This is an optimization exercise on Yosys and OpenROAD, whose aim is small area, a short achievable clock period and few clock cycles, not a production implementation. Where RTL was checked, it was by simulation tests only, not by an equivalence proof against the original. Power is estimated from default activity; no workload was simulated.

Design csa20_core, start of the top module:
module csa20_core (
    input  wire        clk,
    input  wire        rst,           
    output reg         mem_valid,
    output reg         mem_we,
    output reg  [10:0] mem_addr,
    output reg  [19:0] mem_wdata,
    input  wire        mem_ready,
    input  wire [19:0] mem_rdata,
    output wire        halted,
    output wire [1:0]  halt_code,     
    output wire [3:0]  mfr,
    output wire        cc_ov,
    output wire        cc_uf
);
Settings: LEC_CHECK=0, CAP_MARGIN=20, CORE_MARGIN=2, CORE_UTILIZATION=40, SLEW_MARGIN=20; clock period 10.0 ns.
standard.sh (not shown) runs the stock make flow with config.mk's settings and CLKGATE_MAP_FILE= SYNTH_SCRIPT=/design/flow/synth_recipe.tcl, a recipe that flattens the netlist after the stock synthesis.
==> flow/flow/run.sh <==
#!/bin/bash
# The standard layout, with timing repair aiming at 6 ns of setup slack and
# plain buffers (not delay cells) on the ports.
set -euo pipefail
export SETUP_SLACK_MARGIN=6
export BUFFER_PORTS_ARGS="-buffer_cell sky130_fd_sc_hd__buf_4"
bash standard.sh SETUP_SLACK_MARGIN=6 "BUFFER_PORTS_ARGS=-buffer_cell sky130_fd_sc_hd__buf_4" finish > standard_flow.log 2>&1
The baseline completed with no timing, DRC or antenna violations.
Next try:
--- a/flow/design.v
+++ b/flow/design.v
@@ -34,13 +34,13 @@
     reg        c_stx0;       
     reg        c_ldt0;       
     reg [3:0]  rsel;         
     reg [3:1]  xsel;         
     reg [3:1]  xsel_w;       
     reg        ind;
-    reg [10:0] ea;           
+    reg [19:0] ea;           
     reg        flt;          
     reg        flt_op;       
     reg        pend;         
     assign halted    = s_h;
     assign halt_code = hcode;
     assign mfr       = {2'b00, mfr_r};
@@ -80,30 +80,28 @@
     wire d_halt_direct = (d_stx0 | d_ldt0) & d_direct;
     wire [11:0] ea_sum = {1'b0, ix_x[10:0]} + {1'b0, mem_rdata[10:0]};
     wire        ea_ovf = (|mem_rdata[19:11]) | (|ix_x[12:11]) | ea_sum[11];
     wire        rd_ovf = |mem_rdata[19:11];
     wire        ix_big = |mem_rdata[19:13];
     wire [19:0] alu_a  = gpr_r;
-    wire [19:0] alu_b  = s_op ? mem_rdata : {12'd0, ea[7:0]};
-    wire [19:0] alu_bb = {20{c_sub}} ^ alu_b;
-    wire        alu_go = pend | (s_op & c_alu & ~flt & mem_ready);
+    wire [19:0] alu_bb = ea;
     wire [20:0] alu_s  = {1'b0, alu_a} + {1'b0, alu_bb} + {20'd0, c_sub};
     wire        alu_sg = alu_s[20] ^ alu_a[19] ^ alu_bb[19];
-    wire        alu_ov = alu_s[20] & (~c_sub | (alu_b != 20'd0));
+    wire        alu_ov = alu_s[20] & (~c_sub | (ea != 20'hfffff));
     wire [18:0] alu_p  = alu_a[18:0] ^ alu_bb[18:0];
     wire        alu_z  = (alu_p[0] == c_sub) &
                          (alu_p[18:1] == (alu_a[17:0] | alu_bb[17:0]));
     wire        alu_uf = alu_sg & (~alu_s[19] | alu_z);
     wire gpr_ld  = s_op & c_ldr & ~flt;
     wire ix_ld   = s_op & c_ldx & ~flt;
-    wire [19:0] gpr_wd = rst ? 20'd0 : (c_ldr ? mem_rdata : alu_s[19:0]);
+    wire [19:0] gpr_wd = rst ? 20'd0 : (pend ? alu_s[19:0] : mem_rdata);
     wire [12:0] ix_wd  = rst ? 13'd0 : mem_rdata[12:0];
     integer k;
     always @(posedge clk) begin
         for (k = 0; k < 4; k = k + 1)
-            if (rst || ((alu_go || gpr_ld) && rsel[k]))
+            if (rst || ((pend || gpr_ld) && rsel[k]))
                 gpr[k] <= gpr_wd;
         for (k = 1; k < 4; k = k + 1)
             if (rst || (ix_ld && ix_tgt[k]))
                 ix[k] <= ix_wd;
     end
     wire f_go = s_f & ~fault & xfer;     
@@ -149,17 +147,17 @@
     always @(posedge clk) begin
         if (rst) begin
             ov_r <= 1'b0;
             uf_r <= 1'b0;
             pend <= 1'b0;
         end else begin
-            if (alu_go) begin
+            if (pend) begin
                 ov_r <= alu_ov;
                 uf_r <= alu_uf;
             end
-            pend <= f_go & d_imm;
+            pend <= (f_go & d_imm) | (s_op & ~flt & xfer & c_alu);
         end
     end
     always @(posedge clk) begin
         if (f_go) begin
             c_ldr  <= d_ldr;
             c_st   <= d_str | d_stx;
@@ -174,16 +172,16 @@
             xsel_w <= {3{d_stx}} & ((4'b0001 << d_x) >> 1);
             ind    <= mem_rdata[9];
             flt_op <= ~d_legal;
         end
     end
     always @(posedge clk) begin
-        if (xfer & ~s_op) begin
+        if (xfer) begin
             if (s_f)
-                ea <= {3'd0, mem_rdata[7:0]};
+                ea <= {20{d_op == OP_SIR}} ^ {12'd0, mem_rdata[7:0]};
             else if (s_a1)
-                ea <= ea_sum[10:0];
+                ea <= {mem_rdata[19:11], ea_sum[10:0]};
             else
-                ea <= mem_rdata[10:0];
+                ea <= {20{s_op & c_sub}} ^ mem_rdata;
         end
     end
 endmodule
Critical path depth goes down by 8. Core utilization came out lower by 3.8 points. Cell area is lower by 4.6%. Worst hold slack gets better by 7.8 ps. Power fell by about 14%. Die area grows by about 2.5%. Clock skew goes up by 10 ps. Worst setup slack improved by 270 ps. Global-route usage decreases by 1.1 points. Combinational power drops by about 45%. Wire length shrinks by about 5%. Clock power rose by 8.3%. Count of clock-buffer cells in the layout falls by 1.
Testbench counts after the change, summed over its fixed seeds: cycles 19,209.
Only the layout flow was run in the first run of this note; the RTL was not checked for function there.

## static timing again, ports no longer ideal
How much do the figures lean on ideal ports? The routed layouts below were timed once more, with nothing changed but the port constraints.
Step 1, drivers: a clkbuf_16 drives clk and a buf_2 each remaining input, both assumed.
Step 2 times the ports against the registers' clock, not the clock port: input delays grow and output delays shrink by t, the midpoint of the rising clock arrivals with the driver on.
a / b / c = ideal ports / drivers / drivers and shift; a / b = the first two.
run | t (ns) | setup WS [ns] | cell pins on the clock port's net
the first run | 0.476 | 5.696 / 5.696 / 5.220 | 1
the second run | 0.479 | 5.970 / 5.927 / 5.643 | 1
After both steps every run listed still meets setup and hold. For the first run, which loses most, drivers alone change the setup slack by 0.000 ns; drivers and shift together by -0.476 ns.
